Source: an optimization exercise on an open RTL-to-GDS flow (aim: small area, a short achievable clock period and few clock cycles per item). Production flows keep margins and buffers that such runs may drop. No functional check of the RTL was part of this run. Power is estimated from default activity; no workload was simulated.

### config.mk
export PLATFORM = sky130hd
export DESIGN_NAME = bidc_decoder
export DESIGN_NICKNAME = bidc_decoder
export VERILOG_FILES = /design/flow/design.v
export SDC_FILE = /design/flow/constraint.sdc
export NUM_CORES = 4
export LEC_CHECK = 0
export CAP_MARGIN = 20
export CORE_MARGIN = 2
export CORE_UTILIZATION = 30
export SLEW_MARGIN = 20
### constraint.sdc
create_clock -name core_clock -period 15.0 [get_ports {clk}]
set_input_delay 3.0000 -clock core_clock [delete_from_list [all_inputs] [get_ports {clk}]]
set_output_delay 3.0000 -clock core_clock [all_outputs]
set_load 0.01 [all_outputs]
### design.v
module bidc_baudot_valid (
    input  wire [5:0] code,
    output wire       valid
);
    localparam [63:0] VALID = 64'h77FFFEFA33A1340A;
    assign valid = VALID[code];
endmodule
module bidc_baudot_ascii (
    input  wire [5:0] code,
    output wire [7:0] ascii
);
    assign ascii[7] = 1'b0;
    assign ascii[0] = (code[4] && code[3] && code[2]) || (!code[4] && !code[3] && code[1] && code[0]) || (code[5] && code[4] && code[2] && !code[1]) || (code[4] && !code[1] && !code[0]) || (code[5] && code[3] && code[2] && !code[0]) || (!code[5] && !code[4] && !code[3]) || (!code[5] && code[1] && code[0]) || (code[3] && !code[2] && code[1] && code[0]) || (code[5] && code[4] && code[3] && !code[1]);
    assign ascii[1] = (!code[5] && code[4] && code[2] && !code[0]) || (code[4] && !code[2] && code[0]) || (code[4] && !code[3] && code[2] && !code[0]) || (code[5] && code[3] && code[1]) || (!code[5] && code[4] && !code[3]) || (code[2] && code[1] && !code[0]) || (code[5] && !code[4] && !code[2] && code[1]);
    assign ascii[2] = (code[5] && !code[3] && !code[2] && !code[0]) || (code[4] && code[3] && code[2] && !code[1] && !code[0]) || (!code[3] && code[1] && !code[0]) || (code[5] && code[3] && !code[2] && code[0]) || (code[5] && !code[4] && code[1] && code[0]) || (!code[5] && !code[3] && code[2]) || (!code[4] && !code[2] && !code[1]) || (!code[5] && code[3] && !code[2] && !code[0]);
    assign ascii[3] = (!code[4] && !code[3] && code[1]) || (!code[4] && code[3] && !code[2] && !code[1]) || (!code[4] && code[3] && !code[1] && !code[0]) || (code[4] && code[3] && code[1]) || (code[5] && !code[3] && code[2] && code[0]) || (!code[5] && code[1] && code[0]) || (code[4] && !code[3] && !code[2] && !code[1] && code[0]) || (!code[5] && code[4] && code[3] && !code[2] && !code[0]);
    assign ascii[4] = (!code[4] && !code[2] && !code[0]) || (code[3] && code[2] && code[0]) || (code[4] && code[2] && !code[1]) || (code[5] && code[4] && code[2] && code[0]) || (!code[5] && !code[4]) || (code[4] && !code[1] && code[0]) || (!code[5] && !code[3] && !code[2]) || (!code[3] && !code[2] && !code[1] && code[0]);
    assign ascii[5] = (!code[5]) || (!code[4] && !code[3] && !code[1] && !code[0]);
    assign ascii[6] = (code[5] && code[3]) || (code[5] && code[4]) || (code[5] && code[0]) || (code[5] && code[1]);
endmodule
module bidc_baudot_isdig (
    input  wire [5:0] code,
    output wire       isdig
);
    localparam [63:0] ISDIG = 64'h000000003221340A;
    assign isdig = ISDIG[code];
endmodule
module bidc_decode_in (
    input  wire [0:59]  fb,
    input  wire [1:0]   fs,          
    input  wire [11:0]  finfo,       
    output reg  [2:0]   status,
    output reg  [11:0]  einfo,
    output reg  [3:0]   tag,
    output wire [2:0]   first,       
    output wire [6:0]   tkeep,       
    output wire [19:0]  sfx_a,       
    output wire [17:1]  sfx_b,
    output wire         mmsi_on      
);
    integer k;
    genvar g;
    wire       flag = fb[0];
    wire [2:0] uc   = fb[11:13];
    wire [3:0] lc   = fb[11:14];
    wire u_orb  = flag && uc == 3'd0;
    wire u_avu  = flag && uc == 3'd1;
    wire u_mau  = flag && uc == 3'd2;
    wire u_seru = flag && uc == 3'd3;
    wire u_natu = flag && uc == 3'd4;
    wire u_unh  = flag && uc == 3'd5;
    wire u_rcsu = flag && uc == 3'd6;
    wire u_test = flag && uc == 3'd7;
    wire l_mstd = !flag && lc == 4'd2;
    wire l_astd = !flag && lc == 4'd3;
    wire l_sstd = !flag && (lc == 4'd4 || lc == 4'd6 || lc == 4'd7);
    wire l_sst5 = !flag && lc == 4'd5;
    wire l_nloc = !flag && (lc == 4'd8 || lc == 4'd10 || lc == 4'd11);
    wire l_ssec = !flag && lc == 4'd12;
    wire l_rls  = !flag && lc == 4'd13;
    wire l_unh  = !flag && (lc == 4'd0 || lc == 4'd1 || lc == 4'd9 || lc == 4'd14 || lc == 4'd15);
    wire [2:0] s_type = fb[14:16];
    wire       s_bad  = (s_type == 3'd5 || s_type == 3'd7);
    wire       s_op   = (s_type == 3'd1);
    wire [1:0] r_t  = fb[15:16];
    wire       r_hm = (fb[17:20] == 4'hF);
    wire [5:0] c [0:6];
    wire [5:0] a [0:2];
    wire [3:0] bd [0:2];
    generate
        for (g = 0; g < 7; g = g + 1) begin : cg
            assign c[g] = fb[14 + 6*g +: 6];
        end
        for (g = 0; g < 3; g = g + 1) begin : ag
            assign a[g] = u_seru ? fb[18 + 6*g +: 6] :
                          l_sst5 ? {1'b1, fb[15 + 5*g +: 5]} : c[g];
            assign bd[g] = fb[38 + 4*g +: 4];
        end
    endgenerate
    wire [6:0] cv;
    wire [2:0] av;
    generate
        for (g = 0; g < 7; g = g + 1) begin : cvg
            if (g >= 3) begin : hi
                bidc_baudot_valid v (.code(c[g]), .valid(cv[g]));
            end else begin : lo
                assign cv[g] = 1'b1;
            end
        end
        for (g = 0; g < 3; g = g + 1) begin : avg
            bidc_baudot_valid v (.code(a[g]), .valid(av[g]));
        end
    endgenerate
    wire am   = u_avu || u_mau;
    wire amr  = am || u_rcsu;
    wire m3   = (u_seru && s_op) || l_sst5;      
    wire chk3 = amr || m3;
    wire [2:0] bbad;
    generate
        for (g = 0; g < 3; g = g + 1) begin : bbg
            assign bbad[g] = bd[g] > 4'hA;
        end
    endgenerate
    wire b_err = (chk3 && !(&av)) || (amr && !cv[3]) || (am && !(cv[4] && cv[5])) ||
                 (u_rcsu && |bbad) || (amr && !cv[6]);
    reg [11:0] b_info;
    always @(*) begin
        b_info = {6'd0, c[6]};
        for (k = 2; k >= 0; k = k - 1)
            if (u_rcsu && bbad[k]) b_info = {8'h20, bd[k]};
        if (am && !cv[5]) b_info = {6'd0, c[5]};
        if (am && !cv[4]) b_info = {6'd0, c[4]};
        if (amr && !cv[3]) b_info = {6'd0, c[3]};
        for (k = 2; k >= 0; k = k - 1)
            if (chk3 && !av[k]) b_info = {6'd0, a[k]};
    end
    wire r_err = l_rls && !r_hm && r_t == 2'd3;
    wire d_err = u_unh || l_unh || (u_seru && s_bad) || r_err || b_err;
    wire ok    = (fs == 2'd0) && !d_err;
    always @(*) begin
        status = 3'd0;
        einfo  = 12'd0;
        if (fs != 2'd0) begin
            status = {1'b0, fs};
            einfo  = finfo;
        end else if (u_unh) begin
            status = 3'd3; einfo = 12'h015;
        end else if (l_unh) begin
            status = 3'd3; einfo = {8'd0, lc};
        end else if (u_seru && s_bad) begin
            status = 3'd3; einfo = {9'h020, s_type};
        end else if (r_err) begin
            status = 3'd3; einfo = 12'h203;
        end else if (b_err) begin
            status = 3'd4; einfo = b_info;
        end
    end
    always @(*) begin
        tag = 4'd0;
        if (u_avu)  tag = 4'd1;
        if (u_mau)  tag = 4'd2;
        if (u_seru) tag = 4'd3;
        if (u_natu) tag = 4'd4;
        if (u_rcsu) tag = 4'd5;
        if (u_test) tag = 4'd6;
        if (l_mstd) tag = 4'd7;
        if (l_astd) tag = 4'd8;
        if (l_sstd || l_sst5) tag = 4'd9;
        if (l_ssec) tag = 4'd10;
        if (l_nloc) tag = 4'd11;
        if (l_rls)  tag = 4'd12;
    end
    wire [5:0] dv;
    generate
        for (g = 0; g < 6; g = g + 1) begin : dg
            bidc_baudot_isdig d (.code(c[g]), .isdig(dv[g]));
        end
    endgenerate
    wire alldig = &dv;
    wire [6:0] sp;
    generate
        for (g = 0; g < 3; g = g + 1) begin : spg
            assign sp[g] = u_seru ? (fb[18 + 6*g +: 6] == 6'h24) :
                           l_sst5 ? (fb[15 + 5*g +: 5] == 5'h04) : (c[g] == 6'h24);
        end
    endgenerate
    assign sp[3] = (c[3] == 6'h24);
    assign sp[4] = am ? (c[4] == 6'h24) : (bd[0] == 4'hA);
    assign sp[5] = am ? (c[5] == 6'h24) : (bd[1] == 4'hA);
    assign sp[6] = u_avu ? (c[6] == 6'h24) : u_mau ? 1'b1 : (bd[2] == 4'hA);
    wire trim = !m3;
    reg [6:0] lead;      
    reg [6:0] keep;      
    reg [6:0] tail;      
    always @(*) begin
        lead[0] = trim && sp[0];
        for (k = 1; k < 7; k = k + 1) lead[k] = lead[k-1] && sp[k];
        tail[6] = trim && !sp[6];
        for (k = 5; k >= 0; k = k - 1) tail[k] = !trim ? (k < 3) : (tail[k+1] || !sp[k]);
        keep = tail & ~lead;
    end
    assign first[2] = lead[3];
    assign first[1] = (lead[1] && !lead[3]) || lead[5];
    assign first[0] = (lead[0] && !lead[1]) || (lead[2] && !lead[3]) ||
                      (lead[4] && !lead[5]) || lead[6];
    wire text_on = u_avu || (u_mau && !alldig) || u_rcsu || m3;
    assign tkeep = text_on ? keep : 7'd0;
    wire [19:0] dec_a, dec_b;
    bidc_dsum u_dsum (.g0(c[0]), .g1(c[1]), .g2(c[2]), .g3(c[3]), .g4(c[4]), .g5(c[5]),
                      .ya(dec_a), .yb(dec_b));
    assign sfx_a   = u_mau ? dec_a : lc[0] ? fb[21:40] : fb[15:34];
    assign sfx_b   = u_mau ? dec_b[17:1] : 17'd0;
    assign mmsi_on = ok && ((u_mau && alldig) || l_mstd || l_ssec || (l_rls && r_hm));
endmodule
module bidc_decode_out (
    input  wire [0:59]  fb,
    input  wire [2:0]   status,
    input  wire [3:0]   rtag,
    input  wire [2:0]   first,
    input  wire [6:0]   tkeep,
    input  wire [19:0]  sfx_a,
    input  wire [17:1]  sfx_b,
    input  wire         mmsi_on,
    output wire [9:0]   cc_o,
    output wire [3:0]   tag,
    output wire [29:0]  mmsi,
    output wire [55:0]  text,
    output wire [2:0]   text_len,
    output wire [7:0]   sbn_char,
    output wire [44:0]  data,
    output wire [19:0]  serial,
    output wire [23:0]  addr,
    output wire [9:0]   cert,
    output wire [3:0]   btype,
    output wire [5:0]   num,
    output wire [1:0]   aux,
    output wire         has_cert,
    output wire         has_mmsi,
    output wire [1:0]   layout,
    output wire [11:0]  tac,
    output wire [11:0]  nrls
);
    integer k;
    genvar g;
    wire       ok = (status == 3'd0);
    wire [9:0] cc = fb[1:10];
    wire [3:0] lc = fb[11:14];
    wire t_orb  = ok && rtag == 4'd0;
    wire t_avu  = ok && rtag == 4'd1;
    wire t_mau  = ok && rtag == 4'd2;
    wire t_seru = ok && rtag == 4'd3;
    wire t_natu = ok && rtag == 4'd4;
    wire t_rcsu = ok && rtag == 4'd5;
    wire t_test = ok && rtag == 4'd6;
    wire t_mstd = ok && rtag == 4'd7;
    wire t_astd = ok && rtag == 4'd8;
    wire t_sstd = ok && rtag == 4'd9;
    wire t_nloc = ok && rtag == 4'd11;
    wire t_rls  = ok && rtag == 4'd12;
    assign tag  = ok ? rtag : 4'd0;
    assign cc_o = ok ? cc : 10'd0;
    wire [29:0] mmsi_v;
    bidc_mmsi u_mmsi (.cc(cc), .sa(sfx_a), .sb({2'd0, sfx_b, 1'b0}), .y(mmsi_v));
    assign mmsi = mmsi_on ? mmsi_v : 30'd0;
    wire s_seru = rtag == 4'd3;
    wire s_sstd = rtag == 4'd9;
    wire s_avu  = rtag == 4'd1;
    wire s_mau  = rtag == 4'd2;
    wire s_am   = s_avu || s_mau;
    wire [5:0] c [0:6];
    wire [5:0] a [0:2];
    wire [3:0] bd [0:2];
    generate
        for (g = 0; g < 7; g = g + 1) begin : cg
            assign c[g] = fb[14 + 6*g +: 6];
        end
        for (g = 0; g < 3; g = g + 1) begin : ag
            assign a[g] = s_seru ? fb[18 + 6*g +: 6] :
                          s_sstd ? {1'b1, fb[15 + 5*g +: 5]} : c[g];
            assign bd[g] = fb[38 + 4*g +: 4];
        end
    endgenerate
    wire [6:0] ra [0:6];     
    generate
        for (g = 0; g < 7; g = g + 1) begin : rag
            wire [7:0] asc;
            bidc_baudot_ascii rom (.code(g < 3 ? a[g] : c[g]), .ascii(asc));
            assign ra[g] = asc[6:0];
        end
    endgenerate
    function [6:0] bcd_ascii(input [3:0] d);
        bcd_ascii = (d == 4'hA) ? 7'h20 : {3'b011, d};
    endfunction
    wire [6:0] x [0:6];
    assign x[0] = ra[0];
    assign x[1] = ra[1];
    assign x[2] = ra[2];
    assign x[3] = ra[3];
    assign x[4] = s_am ? ra[4] : bcd_ascii(bd[0]);
    assign x[5] = s_am ? ra[5] : bcd_ascii(bd[1]);
    assign x[6] = s_avu ? ra[6] : s_mau ? 7'h20 : bcd_ascii(bd[2]);
    reg [55:0] s0, s1, s2, s3;
    always @(*) begin
        for (k = 0; k < 7; k = k + 1) s0[55 - 8*k -: 8] = {tkeep[k], x[k]};
        s1 = first[0] ? {s0[47:0], 8'd0}  : s0;
        s2 = first[1] ? {s1[39:0], 16'd0} : s1;
        s3 = first[2] ? {s2[23:0], 32'd0} : s2;
    end
    wire [6:0] mask;     
    generate
        for (g = 0; g < 7; g = g + 1) begin : tg
            assign mask[g] = ok && s3[55 - 8*g];
            assign text[55 - 8*g -: 8] = mask[g] ? {1'b0, s3[54 - 8*g -: 7]} : 8'd0;
        end
    endgenerate
    assign text_len[2] = mask[3];
    assign text_len[1] = (mask[1] && !mask[3]) || mask[5];
    assign text_len[0] = (mask[0] && !mask[1]) || (mask[2] && !mask[3]) ||
                         (mask[4] && !mask[5]) || mask[6];
    assign sbn_char = (t_mau || t_rcsu) ? {1'b0, ra[6]} : 8'd0;
    wire       s_hc  = fb[17];
    wire [2:0] stype = fb[14:16];
    wire       s_air = (stype == 3'd3);
    wire       s_op  = (stype == 3'd1);
    wire       s_pl  = !stype[0];
    wire [1:0] r_t  = fb[15:16];
    wire       r_hm = (fb[17:20] == 4'hF);
    wire [9:0] r_v  = fb[17:26];
    wire       st5  = (lc == 4'd5);
    wire raw45 = t_orb || t_natu || t_test;
    assign data = raw45 ? fb[14:58] :
                  (t_seru && !s_hc) ? (s_pl ? {25'd0, fb[38:57]} : {35'd0, fb[48:57]}) :
                  (t_seru && s_hc && s_pl) ? {35'd0, fb[38:47]} : 45'd0;
    assign serial = (t_seru && s_op)   ? {8'd0, fb[36:47]} :
                    (t_seru && s_pl)   ? fb[18:37] :
                    (t_sstd && !st5)   ? {6'd0, fb[25:38]} :
                    (t_sstd && st5)    ? {11'd0, fb[30:38]} :
                    t_nloc             ? {2'd0, fb[15:32]} :
                    (t_rls && !r_hm)   ? {6'd0, fb[27:40]} : 20'd0;
    assign addr = (t_seru && s_air) ? fb[18:41] :
                  t_astd            ? fb[15:38] : 24'd0;
    assign cert = (t_seru && s_hc)  ? fb[48:57] :
                  (t_sstd && !st5)  ? fb[15:24] : 10'd0;
    assign btype = t_seru             ? {1'b0, stype} :
                   (t_sstd || t_nloc) ? lc :
                   t_rls              ? {2'd0, r_t} : 4'd0;
    assign num = t_avu             ? {4'd0, fb[56:57]} :
                 (t_seru && s_air) ? fb[42:47] :
                 t_mstd            ? {2'd0, fb[35:38]} : 6'd0;
    assign aux      = (t_avu || t_mau || t_seru || t_rcsu) ? fb[58:59] : 2'd0;
    assign has_cert = t_seru && s_hc;
    assign has_mmsi = t_rls && r_hm;
    assign layout   = !t_seru ? 2'd0 : s_air ? 2'd1 : s_op ? 2'd2 : 2'd0;
    reg [11:0] rbase;
    always @(*) begin
        case (r_t)
            2'd0:    rbase = 12'd1000;
            2'd1:    rbase = 12'd2000;
            default: rbase = 12'd3000;
        endcase
    end
    wire [11:0] rsum = rbase + {2'd0, r_v};
    wire        rnum = t_rls && !r_hm;
    assign tac  = (rnum && r_v <  10'd920) ? rsum : 12'd0;
    assign nrls = (rnum && r_v >= 10'd920) ? rsum : 12'd0;
endmodule
module bidc_dsum (
    input  wire [5:0]  g0, g1, g2, g3, g4, g5,
    output wire [19:0] ya,
    output wire [19:0] yb
);
    wire dp1;
    wire dp2;
    wire dp3;
    wire dp4;
    wire dp5;
    wire dp6;
    wire dp7;
    wire dp8;
    wire dp9;
    wire dp10;
    wire dp11;
    wire dp12;
    wire dp13;
    wire dp14;
    wire dp15;
    wire dp16;
    wire dp17;
    wire dp18;
    wire dp19;
    wire dp20;
    wire dp21;
    wire dp22;
    wire dp23;
    wire dp24;
    wire dp25;
    wire dp26;
    wire dp27;
    wire dp28;
    wire dp29;
    wire dp30;
    wire dp31;
    wire dp32;
    wire dp33;
    wire dp34;
    wire dp35;
    wire dp36;
    wire dp37;
    wire dp38;
    wire dp39;
    wire dp40;
    wire dp41;
    wire dp42;
    wire dp43;
    wire dp44;
    wire dp45;
    wire dp46;
    wire dp47;
    wire dp48;
    wire dp49;
    wire dp50;
    wire dp51;
    wire dp52;
    wire dp53;
    wire dp54;
    wire dp55;
    wire dp56;
    wire s57;
    wire c58;
    wire s59;
    wire c60;
    wire s61;
    wire c62;
    wire s63;
    wire c64;
    wire s65;
    wire c66;
    wire s67;
    wire c68;
    wire s69;
    wire c70;
    wire s71;
    wire c72;
    wire s73;
    wire c74;
    wire s75;
    wire c76;
    wire s77;
    wire c78;
    wire s79;
    wire c80;
    wire s81;
    wire c82;
    wire s83;
    wire c84;
    wire s85;
    wire c86;
    wire s87;
    wire c88;
    wire s89;
    wire c90;
    wire s91;
    wire c92;
    wire s93;
    wire c94;
    wire s95;
    wire c96;
    wire s97;
    wire c98;
    wire s99;
    wire c100;
    wire s101;
    wire c102;
    wire s103;
    wire c104;
    wire s105;
    wire c106;
    wire s107;
    wire c108;
    wire s109;
    wire c110;
    wire s111;
    wire c112;
    wire s113;
    wire c114;
    wire s115;
    wire c116;
    wire s117;
    wire c118;
    assign dp1 = (g0[4] && g0[3] && g0[2]) || (!g0[3] && !g0[2]);
    assign dp2 = (g0[4] && !g0[0]) || (g0[4] && !g0[3]) || (g0[4] && !g0[2]);
    assign dp3 = (g0[1]) || (g0[4] && g0[2] && g0[0]) || (g0[4] && !g0[3]);
    assign dp4 = (!g0[3]) || (!g0[2] && !g0[1]) || (!g0[4] && g0[2] && !g0[0]);
    assign dp5 = (g0[1]) || (g0[4] && g0[2]) || (g0[4] && !g0[3]);
    assign dp6 = (g0[4] && g0[0]) || (g0[2] && !g0[0]);
    assign dp7 = (g0[1]) || (g0[3] && !g0[2]) || (g0[4] && g0[2] && !g0[0]);
    assign dp8 = (g0[1]) || (!g0[4] && !g0[0]) || (!g0[2] && !g0[0]);
    assign dp9 = (!g0[3] && g0[0]) || (g0[2] && !g0[0]);
    assign dp10 = (g0[4] && g0[3] && g0[2]) || (!g0[3] && !g0[2]);
    assign dp11 = (g0[4] && g0[0]) || (!g0[4] && !g0[3]);
    assign dp12 = (g0[3] && !g0[2]) || (!g0[2] && !g0[1] && g0[0]) || (g0[4] && g0[2] && !g0[0]);
    assign dp13 = (!g0[4] && !g0[0]) || (!g0[3] && !g0[2]);
    assign dp14 = (g0[2] && !g0[0]) || (!g0[3] && g0[2]) || (g0[1] && g0[0]);
    assign dp15 = (g1[4] && g1[3] && g1[2]) || (!g1[3] && !g1[2]);
    assign dp16 = (g1[4] && !g1[0]) || (g1[4] && !g1[3]) || (g1[4] && !g1[2]);
    assign dp17 = (!g1[3] && !g1[1] && g1[0]) || (g1[3] && g1[1]) || (g1[4] && g1[2] && !g1[0]);
    assign dp18 = (g1[1] && g1[0]) || (!g1[4] && g1[2] && !g1[0]);
    assign dp19 = (g1[4] && g1[3] && g1[2]) || (!g1[3] && !g1[2]);
    assign dp20 = (g1[4] && g1[0]) || (!g1[4] && !g1[3]);
    assign dp21 = (g1[1]) || (g1[4] && g1[3] && g1[0]) || (!g1[2] && !g1[0]);
    assign dp22 = (g1[1]) || (!g1[4] && !g1[0]) || (g1[3] && !g1[2]) || (!g1[3] && g1[2]);
    assign dp23 = (g1[1]) || (!g1[0]);
    assign dp24 = (g1[4] && g1[2] && g1[0]) || (g1[4] && !g1[3]) || (!g1[4] && g1[2] && !g1[0]);
    assign dp25 = (!g1[3]) || (!g1[2] && !g1[1]);
    assign dp26 = (!g1[3] && !g1[1] && g1[0]) || (g1[3] && g1[1]);
    assign dp27 = (g1[2] && !g1[0]) || (g1[1] && g1[0]);
    assign dp28 = (g2[4] && g2[3] && g2[2]) || (!g2[3] && !g2[2]);
    assign dp29 = (g2[4] && !g2[0]) || (g2[4] && !g2[3]) || (g2[4] && !g2[2]);
    assign dp30 = (g2[1]) || (g2[4] && g2[2] && g2[0]) || (g2[4] && !g2[3]);
    assign dp31 = (g2[4] && g2[0]) || (g2[2] && !g2[0]);
    assign dp32 = (g2[4] && g2[3] && g2[0]) || (!g2[2] && !g2[0]) || (!g2[2] && !g2[1]);
    assign dp33 = (!g2[0]) || (g2[4]) || (!g2[3]);
    assign dp34 = (!g2[0]) || (g2[4]) || (!g2[3]);
    assign dp35 = (!g2[4] && !g2[0]) || (!g2[3] && g2[2]) || (g2[3] && !g2[2]);
    assign dp36 = (!g2[0]);
    assign dp37 = (g2[2] && !g2[0]) || (!g2[3] && !g2[1] && g2[0]);
    assign dp38 = (g2[1] && g2[0]);
    assign dp39 = (g3[4] && g3[3] && g3[2]) || (!g3[3] && !g3[2]);
    assign dp40 = (g3[4] && !g3[0]) || (g3[4] && !g3[3]) || (g3[4] && !g3[2]);
    assign dp41 = (!g3[3] && !g3[1] && g3[0]) || (g3[3] && g3[1]) || (g3[4] && g3[2] && !g3[0]);
    assign dp42 = (g3[4] && g3[3] && g3[2]) || (!g3[1] && !g3[0]) || (!g3[3] && !g3[2] && !g3[1]);
    assign dp43 = (g3[4] && g3[0]) || (!g3[2] && !g3[1] && g3[0]);
    assign dp44 = (!g3[2] && g3[0]) || (g3[1]) || (g3[4] && g3[2] && !g3[0]);
    assign dp45 = (!g3[4] && !g3[0]) || (!g3[3] && !g3[2]);
    assign dp46 = (g3[2] && !g3[0]) || (!g3[3] && g3[2]) || (g3[1] && g3[0]);
    assign dp47 = (g4[4] && g4[3] && g4[2]) || (!g4[3] && !g4[2]);
    assign dp48 = (g4[4] && !g4[0]) || (g4[4] && !g4[3]) || (g4[4] && !g4[2]);
    assign dp49 = (g4[1]) || (g4[4] && g4[2] && g4[0]) || (g4[4] && !g4[3]);
    assign dp50 = (!g4[3]) || (!g4[2] && !g4[1]) || (!g4[4] && g4[2] && !g4[0]);
    assign dp51 = (!g4[3] && !g4[1] && g4[0]) || (g4[3] && g4[1]);
    assign dp52 = (g4[2] && !g4[0]) || (g4[1] && g4[0]);
    assign dp53 = (g5[4] && g5[3] && g5[2]) || (!g5[3] && !g5[2]);
    assign dp54 = (g5[4] && !g5[0]) || (g5[4] && !g5[3]) || (g5[4] && !g5[2]);
    assign dp55 = (!g5[3] && !g5[1] && g5[0]) || (g5[3] && g5[1]) || (g5[4] && g5[2] && !g5[0]);
    assign dp56 = (g5[1] && g5[0]) || (!g5[4] && g5[2] && !g5[0]);
    assign s57 = dp1 ^ dp16;
    assign c58 = dp1 & dp16;
    assign s59 = dp2 ^ dp17 ^ dp31;
    assign c60 = (dp2 & dp17) | (dp2 & dp31) | (dp17 & dp31);
    assign s61 = dp3 ^ dp18;
    assign c62 = dp3 & dp18;
    assign s63 = dp4 ^ dp19;
    assign c64 = dp4 & dp19;
    assign s65 = dp5 ^ dp20;
    assign c66 = dp5 & dp20;
    assign s67 = dp28 ^ dp40;
    assign c68 = dp28 & dp40;
    assign s69 = dp15 ^ dp29 ^ dp41;
    assign c70 = (dp15 & dp29) | (dp15 & dp41) | (dp29 & dp41);
    assign s71 = dp30 ^ dp42 ^ dp51;
    assign c72 = (dp30 & dp42) | (dp30 & dp51) | (dp42 & dp51);
    assign s73 = dp43 ^ dp52 ^ s59;
    assign c74 = (dp43 & dp52) | (dp43 & s59) | (dp52 & s59);
    assign s75 = dp32 ^ dp44 ^ s61;
    assign c76 = (dp32 & dp44) | (dp32 & s61) | (dp44 & s61);
    assign s77 = dp33 ^ dp45 ^ s63;
    assign c78 = (dp33 & dp45) | (dp33 & s63) | (dp45 & s63);
    assign s79 = dp34 ^ dp46 ^ s65;
    assign c80 = (dp34 & dp46) | (dp34 & s65) | (dp46 & s65);
    assign s81 = dp6 ^ dp21 ^ dp35;
    assign c82 = (dp6 & dp21) | (dp6 & dp35) | (dp21 & dp35);
    assign s83 = dp7 ^ dp22;
    assign c84 = dp7 & dp22;
    assign s85 = dp8 ^ dp23;
    assign c86 = dp8 & dp23;
    assign s87 = dp9 ^ dp24;
    assign c88 = dp9 & dp24;
    assign s89 = dp39 ^ dp48;
    assign c90 = dp39 & dp48;
    assign s91 = dp49 ^ dp56 ^ s67;
    assign c92 = (dp49 & dp56) | (dp49 & s67) | (dp56 & s67);
    assign s93 = dp50 ^ s69 ^ c68;
    assign c94 = (dp50 & s69) | (dp50 & c68) | (s69 & c68);
    assign s95 = s57 ^ s71 ^ c70;
    assign c96 = (s57 & s71) | (s57 & c70) | (s71 & c70);
    assign s97 = c58 ^ s73 ^ c72;
    assign c98 = (c58 & s73) | (c58 & c72) | (s73 & c72);
    assign s99 = c60 ^ s75 ^ c74;
    assign c100 = (c60 & s75) | (c60 & c74) | (s75 & c74);
    assign s101 = c62 ^ s77 ^ c76;
    assign c102 = (c62 & s77) | (c62 & c76) | (s77 & c76);
    assign s103 = c64 ^ s79 ^ c78;
    assign c104 = (c64 & s79) | (c64 & c78) | (s79 & c78);
    assign s105 = c66 ^ s81 ^ c80;
    assign c106 = (c66 & s81) | (c66 & c80) | (s81 & c80);
    assign s107 = dp36 ^ s83 ^ c82;
    assign c108 = (dp36 & s83) | (dp36 & c82) | (s83 & c82);
    assign s109 = dp37 ^ s85 ^ c84;
    assign c110 = (dp37 & s85) | (dp37 & c84) | (s85 & c84);
    assign s111 = dp38 ^ s87 ^ c86;
    assign c112 = (dp38 & s87) | (dp38 & c86) | (s87 & c86);
    assign s113 = dp25 ^ c88;
    assign c114 = dp25 & c88;
    assign s115 = dp10 ^ dp26;
    assign c116 = dp10 & dp26;
    assign s117 = dp11 ^ dp27;
    assign c118 = dp11 & dp27;
    assign ya = {dp14, dp13, dp12, s117, s115, s113, s111, s109, s107, s105, s103, s101, s99, s97, s95, s93, s91, dp55, dp47, dp53};
    assign yb = {1'b0, 1'b0, c118, c116, c114, c112, c110, c108, c106, c104, c102, c100, c98, c96, c94, c92, c90, s89, dp54, 1'b0};
endmodule
module bidc_mmsi (
    input  wire [9:0]  cc,
    input  wire [19:0] sa,
    input  wire [19:0] sb,
    output wire [29:0] y
);
    wire cp1;
    wire cp2;
    wire cp3;
    wire cp4;
    wire cp5;
    wire cp6;
    wire cp7;
    wire cp8;
    wire cp9;
    wire cp10;
    wire cp11;
    wire cp12;
    wire cp13;
    wire cp14;
    wire cp15;
    wire cp16;
    wire cp17;
    wire cp18;
    wire cp19;
    wire cp20;
    wire cp21;
    wire cp22;
    wire cp23;
    wire cp24;
    wire cp25;
    wire cp26;
    wire cp27;
    wire cp28;
    wire cp29;
    wire cp30;
    wire cp31;
    wire cp32;
    wire cp33;
    wire cp34;
    wire cp35;
    wire cp36;
    wire cp37;
    wire cp38;
    wire s39;
    wire c40;
    wire s41;
    wire c42;
    wire s43;
    wire c44;
    wire s45;
    wire c46;
    wire s47;
    wire c48;
    wire s49;
    wire c50;
    wire s51;
    wire c52;
    wire s53;
    wire c54;
    wire s55;
    wire c56;
    wire s57;
    wire c58;
    wire s59;
    wire c60;
    wire s61;
    wire c62;
    wire s63;
    wire c64;
    wire s65;
    wire c66;
    wire s67;
    wire c68;
    wire s69;
    wire c70;
    wire s71;
    wire c72;
    wire s73;
    wire c74;
    wire s75;
    wire c76;
    wire s77;
    wire c78;
    wire s79;
    wire c80;
    wire s81;
    wire c82;
    wire s83;
    wire c84;
    wire s85;
    wire c86;
    wire s87;
    wire c88;
    wire s89;
    wire c90;
    wire s91;
    wire c92;
    wire s93;
    wire c94;
    assign cp1 = (cc[0]);
    assign cp2 = (cc[1]);
    assign cp3 = (cc[2]);
    assign cp4 = (!cc[3] && cc[0]) || (cc[3] && !cc[0]);
    assign cp5 = (!cc[4] && !cc[3] && cc[1]) || (!cc[4] && cc[3] && !cc[1] && cc[0]) || (!cc[4] && cc[1] && !cc[0]) || (cc[4] && !cc[3] && !cc[1]) || (cc[4] && !cc[1] && !cc[0]) || (cc[4] && cc[3] && cc[1] && cc[0]);
    assign cp6 = (!cc[4] && !cc[3] && cc[2]) || (cc[3] && !cc[2] && cc[1] && cc[0]) || (!cc[4] && cc[2] && !cc[1]) || (!cc[4] && cc[2] && !cc[0]) || (cc[4] && !cc[2] && cc[1]) || (cc[4] && cc[3] && !cc[2] && cc[0]) || (!cc[3] && cc[2] && !cc[1]) || (cc[2] && !cc[1] && !cc[0]);
    assign cp7 = (cc[3] && !cc[2]) || (!cc[4] && cc[3] && !cc[1]) || (cc[4] && !cc[3] && cc[2] && cc[1]) || (cc[3] && !cc[1] && !cc[0]) || (!cc[4] && cc[3] && !cc[0]);
    assign cp8 = (!cc[4] && cc[3] && cc[2] && cc[1] && cc[0]) || (cc[4] && !cc[3]) || (cc[4] && !cc[2]) || (cc[4] && !cc[1] && !cc[0]);
    assign cp9 = (!cc[4] && cc[0]) || (!cc[3] && cc[0]) || (!cc[2] && cc[0]) || (cc[4] && cc[3] && cc[2] && cc[1] && !cc[0]);
    assign cp10 = (!cc[4] && cc[1]) || (!cc[3] && cc[1]) || (!cc[2] && cc[1]) || (cc[4] && cc[3] && cc[2] && !cc[1] && cc[0]) || (cc[1] && !cc[0]);
    assign cp11 = (!cc[2] && cc[0]) || (cc[2] && !cc[0]) || (cc[4] && cc[3] && cc[1] && cc[0]);
    assign cp12 = (!cc[3] && !cc[2] && !cc[1] && cc[0]) || (!cc[3] && cc[1] && !cc[0]) || (!cc[3] && cc[2] && cc[1]) || (cc[3] && !cc[1] && !cc[0]) || (cc[3] && !cc[2] && cc[1] && cc[0]) || (cc[3] && cc[2] && !cc[1]);
    assign cp13 = (!cc[4] && !cc[3] && !cc[2] && cc[1]) || (!cc[4] && cc[2] && !cc[1]) || (!cc[4] && cc[3] && cc[2]) || (cc[4] && !cc[2] && !cc[1] && !cc[0]) || (cc[4] && !cc[3] && cc[2] && cc[1]) || (cc[4] && cc[3] && !cc[2] && !cc[0]) || (cc[4] && cc[3] && !cc[2] && !cc[1]) || (!cc[4] && !cc[2] && cc[1] && cc[0]) || (!cc[4] && !cc[3] && !cc[2] && cc[0]);
    assign cp14 = (!cc[4] && !cc[3] && cc[2]) || (cc[4] && cc[3]) || (cc[3] && !cc[2] && !cc[1]) || (cc[4] && cc[2] && cc[1]) || (!cc[4] && !cc[3] && cc[0]) || (!cc[4] && !cc[2] && cc[1] && !cc[0]);
    assign cp15 = (!cc[4] && cc[3] && !cc[0]) || (cc[4] && cc[2] && cc[1] && cc[0]) || (cc[4] && cc[3] && cc[0]) || (!cc[4] && cc[2] && !cc[0]) || (!cc[3] && !cc[2] && cc[1] && !cc[0]) || (cc[4] && !cc[3] && !cc[1] && !cc[0]);
    assign cp16 = (cc[2] && !cc[1] && !cc[0]) || (!cc[4] && cc[1] && cc[0]) || (cc[3] && !cc[1] && !cc[0]) || (cc[4] && !cc[1] && !cc[0]) || (cc[4] && cc[3] && !cc[1]) || (!cc[3] && !cc[2] && cc[1] && cc[0]);
    assign cp17 = (cc[2] && cc[1]) || (cc[3] && !cc[2] && !cc[1] && !cc[0]) || (!cc[4] && cc[2] && cc[0]) || (cc[4] && !cc[2] && !cc[1] && !cc[0]) || (cc[4] && cc[3] && !cc[2] && !cc[1]) || (!cc[3] && cc[2] && cc[0]);
    assign cp18 = (!cc[4] && cc[3] && cc[0]) || (cc[3] && cc[1]) || (cc[4] && !cc[3] && !cc[2] && !cc[1] && !cc[0]) || (cc[3] && cc[2]);
    assign cp19 = (cc[4] && cc[0]) || (cc[4] && cc[1]) || (cc[4] && cc[3]) || (cc[4] && cc[2]);
    assign cp20 = (cc[5]);
    assign cp21 = (cc[6]);
    assign cp22 = (cc[7]);
    assign cp23 = (!cc[8] && cc[5]) || (cc[8] && !cc[5]);
    assign cp24 = (!cc[9] && !cc[8] && cc[6]) || (!cc[9] && cc[8] && !cc[6] && cc[5]) || (!cc[9] && cc[6] && !cc[5]) || (cc[9] && !cc[8] && !cc[6]) || (cc[9] && !cc[6] && !cc[5]) || (cc[9] && cc[8] && cc[6] && cc[5]);
    assign cp25 = (!cc[9] && !cc[8] && cc[7]) || (cc[8] && !cc[7] && cc[6] && cc[5]) || (!cc[9] && cc[7] && !cc[6]) || (!cc[9] && cc[7] && !cc[5]) || (cc[9] && !cc[7] && cc[6]) || (cc[9] && cc[8] && !cc[7] && cc[5]) || (!cc[8] && cc[7] && !cc[6]) || (cc[7] && !cc[6] && !cc[5]);
    assign cp26 = (cc[8] && !cc[7]) || (!cc[9] && cc[8] && !cc[6]) || (cc[9] && !cc[8] && cc[7] && cc[6]) || (cc[8] && !cc[6] && !cc[5]) || (!cc[9] && cc[8] && !cc[5]);
    assign cp27 = (!cc[9] && cc[8] && cc[7] && cc[6] && cc[5]) || (cc[9] && !cc[8]) || (cc[9] && !cc[7]) || (cc[9] && !cc[6] && !cc[5]);
    assign cp28 = (!cc[9] && cc[5]) || (!cc[8] && cc[5]) || (!cc[7] && cc[5]) || (cc[9] && cc[8] && cc[7] && cc[6] && !cc[5]);
    assign cp29 = (!cc[9] && cc[6]) || (!cc[8] && cc[6]) || (!cc[7] && cc[6]) || (cc[9] && cc[8] && cc[7] && !cc[6] && cc[5]) || (cc[6] && !cc[5]);
    assign cp30 = (!cc[7] && cc[5]) || (cc[7] && !cc[5]) || (cc[9] && cc[8] && cc[6] && cc[5]);
    assign cp31 = (!cc[8] && !cc[7] && !cc[6] && cc[5]) || (!cc[8] && cc[6] && !cc[5]) || (!cc[8] && cc[7] && cc[6]) || (cc[8] && !cc[6] && !cc[5]) || (cc[8] && !cc[7] && cc[6] && cc[5]) || (cc[8] && cc[7] && !cc[6]);
    assign cp32 = (!cc[9] && !cc[8] && !cc[7] && cc[6]) || (!cc[9] && cc[7] && !cc[6]) || (!cc[9] && cc[8] && cc[7]) || (cc[9] && !cc[7] && !cc[6] && !cc[5]) || (cc[9] && !cc[8] && cc[7] && cc[6]) || (cc[9] && cc[8] && !cc[7] && !cc[5]) || (cc[9] && cc[8] && !cc[7] && !cc[6]) || (!cc[9] && !cc[7] && cc[6] && cc[5]) || (!cc[9] && !cc[8] && !cc[7] && cc[5]);
    assign cp33 = (!cc[9] && !cc[8] && cc[7]) || (cc[9] && cc[8]) || (cc[8] && !cc[7] && !cc[6]) || (cc[9] && cc[7] && cc[6]) || (!cc[9] && !cc[8] && cc[5]) || (!cc[9] && !cc[7] && cc[6] && !cc[5]);
    assign cp34 = (!cc[9] && cc[8] && !cc[5]) || (cc[9] && cc[7] && cc[6] && cc[5]) || (cc[9] && cc[8] && cc[5]) || (!cc[9] && cc[7] && !cc[5]) || (!cc[8] && !cc[7] && cc[6] && !cc[5]) || (cc[9] && !cc[8] && !cc[6] && !cc[5]);
    assign cp35 = (cc[7] && !cc[6] && !cc[5]) || (!cc[9] && cc[6] && cc[5]) || (cc[8] && !cc[6] && !cc[5]) || (cc[9] && !cc[6] && !cc[5]) || (cc[9] && cc[8] && !cc[6]) || (!cc[8] && !cc[7] && cc[6] && cc[5]);
    assign cp36 = (cc[7] && cc[6]) || (cc[8] && !cc[7] && !cc[6] && !cc[5]) || (!cc[9] && cc[7] && cc[5]) || (cc[9] && !cc[7] && !cc[6] && !cc[5]) || (cc[9] && cc[8] && !cc[7] && !cc[6]) || (!cc[8] && cc[7] && cc[5]);
    assign cp37 = (!cc[9] && cc[8] && cc[5]) || (cc[8] && cc[6]) || (cc[9] && !cc[8] && !cc[7] && !cc[6] && !cc[5]) || (cc[8] && cc[7]);
    assign cp38 = (cc[9] && cc[5]) || (cc[9] && cc[6]) || (cc[9] && cc[8]) || (cc[9] && cc[7]);
    assign s39 = cp6 ^ cp20;
    assign c40 = cp6 & cp20;
    assign s41 = cp7 ^ cp21 ^ sa[12];
    assign c42 = (cp7 & cp21) | (cp7 & sa[12]) | (cp21 & sa[12]);
    assign s43 = cp8 ^ cp22 ^ sa[13];
    assign c44 = (cp8 & cp22) | (cp8 & sa[13]) | (cp22 & sa[13]);
    assign s45 = cp9 ^ cp23 ^ sa[14];
    assign c46 = (cp9 & cp23) | (cp9 & sa[14]) | (cp23 & sa[14]);
    assign s47 = cp10 ^ cp24 ^ sa[15];
    assign c48 = (cp10 & cp24) | (cp10 & sa[15]) | (cp24 & sa[15]);
    assign s49 = cp11 ^ cp25 ^ sa[16];
    assign c50 = (cp11 & cp25) | (cp11 & sa[16]) | (cp25 & sa[16]);
    assign s51 = cp12 ^ cp26 ^ sa[17];
    assign c52 = (cp12 & cp26) | (cp12 & sa[17]) | (cp26 & sa[17]);
    assign s53 = cp13 ^ cp27 ^ sa[18];
    assign c54 = (cp13 & cp27) | (cp13 & sa[18]) | (cp27 & sa[18]);
    assign s55 = cp14 ^ cp28 ^ sa[19];
    assign c56 = (cp14 & cp28) | (cp14 & sa[19]) | (cp28 & sa[19]);
    assign s57 = cp1 ^ sa[6];
    assign c58 = cp1 & sa[6];
    assign s59 = cp2 ^ sa[7] ^ sb[7];
    assign c60 = (cp2 & sa[7]) | (cp2 & sb[7]) | (sa[7] & sb[7]);
    assign s61 = cp3 ^ sa[8] ^ sb[8];
    assign c62 = (cp3 & sa[8]) | (cp3 & sb[8]) | (sa[8] & sb[8]);
    assign s63 = cp4 ^ sa[9] ^ sb[9];
    assign c64 = (cp4 & sa[9]) | (cp4 & sb[9]) | (sa[9] & sb[9]);
    assign s65 = cp5 ^ sa[10] ^ sb[10];
    assign c66 = (cp5 & sa[10]) | (cp5 & sb[10]) | (sa[10] & sb[10]);
    assign s67 = sa[11] ^ sb[11] ^ s39;
    assign c68 = (sa[11] & sb[11]) | (sa[11] & s39) | (sb[11] & s39);
    assign s69 = sb[12] ^ s41 ^ c40;
    assign c70 = (sb[12] & s41) | (sb[12] & c40) | (s41 & c40);
    assign s71 = sb[13] ^ s43 ^ c42;
    assign c72 = (sb[13] & s43) | (sb[13] & c42) | (s43 & c42);
    assign s73 = sb[14] ^ s45 ^ c44;
    assign c74 = (sb[14] & s45) | (sb[14] & c44) | (s45 & c44);
    assign s75 = sb[15] ^ s47 ^ c46;
    assign c76 = (sb[15] & s47) | (sb[15] & c46) | (s47 & c46);
    assign s77 = sb[16] ^ s49 ^ c48;
    assign c78 = (sb[16] & s49) | (sb[16] & c48) | (s49 & c48);
    assign s79 = sb[17] ^ s51 ^ c50;
    assign c80 = (sb[17] & s51) | (sb[17] & c50) | (s51 & c50);
    assign s81 = sb[18] ^ s53 ^ c52;
    assign c82 = (sb[18] & s53) | (sb[18] & c52) | (s53 & c52);
    assign s83 = sb[19] ^ s55 ^ c54;
    assign c84 = (sb[19] & s55) | (sb[19] & c54) | (s55 & c54);
    assign s85 = cp15 ^ cp29 ^ c56;
    assign c86 = (cp15 & cp29) | (cp15 & c56) | (cp29 & c56);
    assign s87 = cp16 ^ cp30;
    assign c88 = cp16 & cp30;
    assign s89 = cp17 ^ cp31;
    assign c90 = cp17 & cp31;
    assign s91 = cp18 ^ cp32;
    assign c92 = cp18 & cp32;
    assign s93 = cp19 ^ cp33;
    assign c94 = cp19 & cp33;
    wire [29:0] ra = {cp38, cp37, cp36, cp35, cp34, s93, s91, s89, s87, s85, s83, s81, s79, s77, s75, s73, s71, s69, s67, s65, s63, s61, s59, sb[6], sa[5], sa[4], sa[3], sa[2], sa[1], sa[0]};
    wire [29:0] rb = {1'b0, 1'b0, 1'b0, 1'b0, c94, c92, c90, c88, c86, c84, c82, c80, c78, c76, c74, c72, c70, c68, c66, c64, c62, c60, c58, s57, sb[5], sb[4], sb[3], sb[2], sb[1], sb[0]};
    assign y = ra + rb;
endmodule
module bidc_decoder (
    input  wire         clk,
    input  wire         rst,
    input  wire         in_valid,
    output wire         in_ready,
    input  wire [7:0]   in_len,
    input  wire [119:0] in_hex,
    output reg          out_valid,
    input  wire         out_ready,
    output wire [2:0]   out_status,
    output wire [11:0]  out_einfo,
    output wire [9:0]   out_cc,
    output wire [3:0]   out_tag,
    output wire [29:0]  out_mmsi,
    output wire [55:0]  out_text,
    output wire [2:0]   out_text_len,
    output wire [7:0]   out_sbn_char,
    output wire [44:0]  out_data,
    output wire [19:0]  out_serial,
    output wire [23:0]  out_addr,
    output wire [9:0]   out_cert,
    output wire [3:0]   out_btype,
    output wire [5:0]   out_num,
    output wire [1:0]   out_aux,
    output wire         out_has_cert,
    output wire         out_has_mmsi,
    output wire [1:0]   out_layout,
    output wire [11:0]  out_tac,
    output wire [11:0]  out_nrls
);
    reg  [0:59] fr;
    reg  [14:0] is_hex;
    reg  [7:0]  ch;
    integer k;
    always @(*) begin
        for (k = 0; k < 15; k = k + 1) begin
            ch = in_hex[119 - 8*k -: 8];
            is_hex[k] = (ch[7:4] == 4'h3 && ch[3:0] <= 4'h9) ||
                        ((ch[7:4] == 4'h4 || ch[7:4] == 4'h6) && ch[3:0] >= 4'h1 && ch[3:0] <= 4'h6);
            fr[4*k + 3] = ch[0] ^ ch[6];
            fr[4*k + 2] = ch[6] ? ch[1] ^ ch[0] : ch[1];
            fr[4*k + 1] = ch[2] || (ch[6] && ch[1] && ch[0]);
            fr[4*k]     = ch[3] || ch[6];
        end
    end
    reg        hex_err;
    reg [11:0] hex_info;
    reg        seen;         
    always @(*) begin
        hex_info = 12'd0;
        seen     = 1'b0;
        for (k = 0; k < 15; k = k + 1) begin
            if (!is_hex[k] && !seen)
                hex_info = hex_info | {k[3:0], in_hex[119 - 8*k -: 8]};
            seen = seen || !is_hex[k];
        end
        hex_err = seen;
    end
    wire        len_err = (in_len != 8'd15);
    wire [1:0]  fs      = len_err ? 2'd1 : hex_err ? 2'd2 : 2'd0;
    wire [11:0] finfo   = len_err ? {4'd0, in_len} : hex_info;
    wire [2:0]  d_status;
    wire [11:0] d_einfo;
    wire [3:0]  d_tag;
    wire [2:0]  d_first;
    wire [6:0]  d_tkeep;
    wire [19:0] d_sfx_a;
    wire [17:1] d_sfx_b;
    wire        d_mmsi_on;
    bidc_decode_in u_in (
        .fb(fr), .fs(fs), .finfo(finfo),
        .status(d_status), .einfo(d_einfo), .tag(d_tag), .first(d_first), .tkeep(d_tkeep),
        .sfx_a(d_sfx_a), .sfx_b(d_sfx_b), .mmsi_on(d_mmsi_on));
    reg [0:59] r_fb;
    reg [2:0]  r_status;
    reg [11:0] r_einfo;
    reg [3:0]  r_tag;
    reg [2:0]  r_first;
    reg [6:0]  r_tkeep;
    reg [19:0] r_sfx_a;
    reg [17:1] r_sfx_b;
    reg        r_mmsi_on;
    wire accept = in_valid && in_ready;
    assign in_ready = !out_valid || out_ready;
    always @(posedge clk) begin
        if (rst) begin
            out_valid <= 1'b0;
        end else if (accept) begin
            out_valid <= 1'b1;
        end else if (out_ready) begin
            out_valid <= 1'b0;
        end
    end
    always @(posedge clk) begin
        if (in_ready) begin
            r_fb      <= fr;
            r_status  <= d_status;
            r_einfo   <= d_einfo;
            r_tag     <= d_tag;
            r_first   <= d_first;
            r_tkeep   <= d_tkeep;
            r_sfx_a   <= d_sfx_a;
            r_sfx_b   <= d_sfx_b;
            r_mmsi_on <= d_mmsi_on;
        end
    end
    assign out_status = r_status;
    assign out_einfo  = r_einfo;
    bidc_decode_out u_out (
        .fb(r_fb), .status(r_status), .rtag(r_tag), .first(r_first), .tkeep(r_tkeep),
        .sfx_a(r_sfx_a), .sfx_b(r_sfx_b), .mmsi_on(r_mmsi_on),
        .cc_o(out_cc), .tag(out_tag), .mmsi(out_mmsi), .text(out_text),
        .text_len(out_text_len), .sbn_char(out_sbn_char), .data(out_data),
        .serial(out_serial), .addr(out_addr), .cert(out_cert), .btype(out_btype),
        .num(out_num), .aux(out_aux), .has_cert(out_has_cert), .has_mmsi(out_has_mmsi),
        .layout(out_layout), .tac(out_tac), .nrls(out_nrls));
endmodule
### flow/run.sh
#!/bin/bash
# Own layout flow: the standard flow (standard synthesis and ORFS steps) with
#  - port buffers of the plain buf_1 cell instead of the delay cell ORFS picks, and
#  - timing repair aiming at a setup slack of SETUP_SLACK_MARGIN ns.
# Each tool's full output goes to the ORFS logs under orfs/logs; make's own output
# goes to standard.log here.
set -euo pipefail
MARGIN=$(cat flow/margin.txt 2>/dev/null || echo 8)
bash standard.sh \
  "BUFFER_PORTS_ARGS=-buffer_cell sky130_fd_sc_hd__buf_1" \
  "SETUP_SLACK_MARGIN=$MARGIN" \
  finish > standard.log 2>&1
### flow/margin.txt
8
### standard.sh
#!/bin/bash
# synth_recipe.tcl (not shown) runs the flow's synth.tcl, then flattens the netlist and writes it again
# the make line also repeats each setting of config.mk as NAME=value (left out here)
make -C /OpenROAD-flow-scripts/flow DESIGN_CONFIG=/design/flow/config.mk WORK_HOME=/design/flow/orfs CLKGATE_MAP_FILE= SYNTH_SCRIPT=/design/flow/synth_recipe.tcl "${@:-finish}"
==> results.tsv <==
stage	metric	value	unit
clocking	clock tree sinks	127	
grt	vias in the first global route	21900	
floorplan	num ports	399	
floorplan	Die Y	268	um
grt	initial antenna violation count	5	
critical_path	Critical Path Sink Type	output port	
clocking	H-tree depth	4	
routing	drc violations	0	
grt	gr usage total	0.242	
yosys	Seq/Total Area, Yosys	0.182	
yosys	Adder-Cell Fraction of Synth Area	0.0995	
timing	clk_skew	0.00926	ns
timing	# setup viols final	0	
placed_design	DP Area	23100	um^2
critical_path	Req. time, crit path	12.00	ns
clocking	Clock transition at path regs	0.07	ns
routing	First DRT Iteration DRCs	3399	
finish	commonest non-fill, non-tap cells in the layout	buf_1 (376), nor2_1 (339), nand2_1 (327), o21ai_0 (223), a21oi_1 (199)	
yosys	cell area after synthesis	20900	um^2
finish	Syn-to-layout area delta	17.8	%
clocking	hold_buf cts	0	
critical_path	Crit. Startpoint	r_fb[49]$_DFFE_PN_	
floorplan	DIE WIDTH	268	um
timing	final worst path period need	7.48	ns
yosys	top post-synthesis cells by area	edfxtp_1 (18%), nor2_1 (6.1%), nand2_1 (6.0%), ha_1 (5.9%), o21ai_0 (5.6%)	
critical_path	CP max FO	6	
routing	vias per cell	5.88	
critical_path	Crit Path Category	reg2out	
routing	Vias	24700	
power	Peak VDD IR	0.0000891	V
finish	FF+latch area	3800	um^2
yosys	largest family of logic cells by synthesized area	compound AO/OA/AOI/OAI gates	
floorplan	Die ar.	71700	um^2
timing	max-slew violation count	0	
timing	period utilization	0.498	
routing	Routed Antenna Nets	0	
power	PD cells	92.5	nW/um^2
finish	NumNets Final	3518	
yosys	post-synthesis xor/xnor area fraction	0.0252	
flow_run	number of max-cap violations	0	
grt	GR Overflow Total	0	
outcome	outcome	finished clean	
clocking	CTS tree	yes	
yosys	Seq cells post-synth	127	
routing	drt first pass iters	9	
clocking	CTS max path bufs	2	
timing	Setup TNS	0	ns
yosys	synthesized area per cell	7.08	um^2
yosys	Post-synth top flop	edfxtp_1	
critical_path	Reg-to-Reg Start	out_valid$_SDFFE_PP0P_	
yosys	Syn Inst Count	2949	
grt	first-pass GRT wire length	135000	um
yosys	top cell type's share of synthesized area	0.181	
finish	multi-input logic area	16000	um^2
hold_path	Hold WC Path Type	reg2reg	
floorplan	Initial Util	0.304	
timing	Worst slew margin	0.161	
grt	largest net degree at the start of global routing	80	
timing	Fmax	0.134	GHz
timing	RSZ-0062 raised after global routing	yes	
floorplan	Rows	96	
yosys	Post-synth EDFFs	126	
finish	commonest non-fill, non-tap cell in the layout	buf_1	
yosys	post-synthesis compound-gate area fraction	0.314	
finish	Filler cells	7408	
finish	layout cell share with drive strength beyond 1	0.0985	
clocking	CTS buffer count	17	
yosys	Synthesis Warnings	3	
critical_path	Worst Path Arrival	4.48	ns
hold_path	Min-Delay Startpoint	out_valid$_SDFFE_PP0P_	
placed_design	routability cong.	0.974	
timing	Hold Violations, Final	0	
power	P_leak	9.49	nW
critical_path	Setup crit start kind	register	
routing	WL/cell	21.8	um
timing	Worst-Margin Slew	1.25	ns
yosys	area leader, netlist	edfxtp_1	
placed_design	# port buffers	390	
yosys	post-synthesis cell type count	107	
placed_design	DP HPWL	69400	um
routing	Post-Route WL	91500	um
yosys	simple-gate portion of the synthesized area	0.267	
finish	Final Cell Area	24600	um^2
clocking	Root Buffer	clkbuf_16	
yosys	mux contribution to synthesized area	0.0354	
floorplan	Core Area	68700	um^2
yosys	Async SR Flop Fraction	0	
clocking	Clock Latency Late Sink	0.46	ns
[cells in the mapped netlist, drive strengths merged, types with 58 or more instances]
| library cell | count |
|---|---|
| nand3 | 82 |
| nand2 | 334 |
| a22o | 64 |
| clkbuf | 190 |
| a21oi | 213 |
| nor3 | 86 |
| inv | 164 |
| nor2 | 343 |
| ha | 98 |
| a31oi | 59 |
| mux2i | 58 |
| o21ai | 247 |
| edfxtp | 126 |
[state kept, by name, summed over array words and instances (netlist names), 3 cells and up]
| signal | cells |
|---|---|
| r_fb | 59 |
| r_sfx_a | 20 |
| r_sfx_b | 17 |
| r_einfo | 12 |
| r_tkeep | 7 |
| r_tag | 4 |
| r_first | 3 |
| r_status | 3 |
[worst paths after layout]
check                                          end  slack [ns]  cells after the start
worst min register to register   r_fb[2]$_DFFE_PN_        1.06                      1
worst min-delay path             r_fb[2]$_DFFE_PN_        1.06                      1
worst max-delay path                  out_mmsi[24]        7.52                     18
worst max register to register  r_fb[53]$_DFFE_PN_       12.89                      2
[through the flow]
step           hold slack, ns  cells   util  worst slack [ns]  power, mW
2_1_floorplan            1.45   2956      -              8.01       1.32
3_3_place_gp             1.11   4100  0.335              7.31       1.65
3_5_place_dp             1.12   4101  0.336              7.31       1.65
4_1_cts                  1.13   4172  0.352              7.53       2.20
5_1_grt                  1.13   4195  0.358              7.33       2.42
6_report                 1.06   4196  0.358              7.52       2.27
[worst max-delay path: stages (launching register included)]
cell and delay (ns):
edfxtp_1 0.53, buf_6 0.19, o211ai_1 0.19, a21oi_2 0.09
fa_1 0.48, inv_1 0.05, fa_1 0.52, ha_4 0.23
a21oi_2 0.12, o21ai_1 0.07, a31o_2 0.24, o311ai_4 0.28
a31oi_2 0.17, a21o_1 0.20, a21o_1 0.18, a21oi_2 0.12
xor2_1 0.15, nor2_1 0.05, buf_2 0.16
[timing repair]
action	in CTS	in global routing
resized for setup	68	59
pin swaps	32	38
setup buffers	39	18
cloned	0	1
setup endpoints to repair	24	46
[logic make-up after synthesis]
family / Yosys count
and+or+nand+nor: 1159
AOI/OAI and AO/OA: 985
other: 1
muxes: 72
DFF: 127
xor gates and xnor gates: 57
buffers and inverters: 406
adders and majority gates: 142
[report_power, final]
part	switching, mW	total [mW]	internal [mW]
sequential	0.0857	0.521	0.435
combinational	0.787	1.35	0.564
clock	0.172	0.402	0.230
total	1.04	2.27	1.23
[per-layer routing]
layer / vias to the layer above / global-route usage / wire length [um] / part of all wire
met5: - / 0 / 13 / 0.00014
met1: 11700 / 0.339 / 39100 / 0.43
met3: 185 / 0.0291 / 7690 / 0.084
met2: 1369 / 0.383 / 41700 / 0.46
li1: 11400 / - / - / -
met4: 2 / 0.0838 / 3060 / 0.033
[area by class of cell]
cell class	instances	area share
Antenna cell	5	0.000509
Multi-Input combinational cell	2424	0.652
Sequential cell	127	0.155
Timing Repair Buffer	497	0.0945
Tap cell	931	0.0474
Clock buffer	18	0.0174
Clock inverter	14	0.00539
Inverter	180	0.0278

[afterwards: timing with drivers on the ports]
In the flow no input, the clock included, has a driving cell. The finished layout below was timed again as built, in two steps. Step 1: set_driving_cell puts a clkbuf_16 on clk and a buf_2 on each other input, an assumption about the parent block. Step 2, shift: input delay + t, output delay - t, t = (earliest + latest rising clock arrival at the registers) / 2. This alone moves slack from input paths to output paths. a / b / c = no drivers / after step 1 / after step 2; a / b = the first two.
t, ns: 0.499
setup WS [ns]: 7.525 / 7.474 / 7.689
hold slack, ns: 1.064 / 1.064 / 1.064
clock arrival spread, ns: 0.018 / 0.017
pins driven straight from the clock port: 1
After both steps this run still meets setup and hold. The setup slack of this run moves by -0.051 ns with the drivers and by +0.164 ns with both steps.
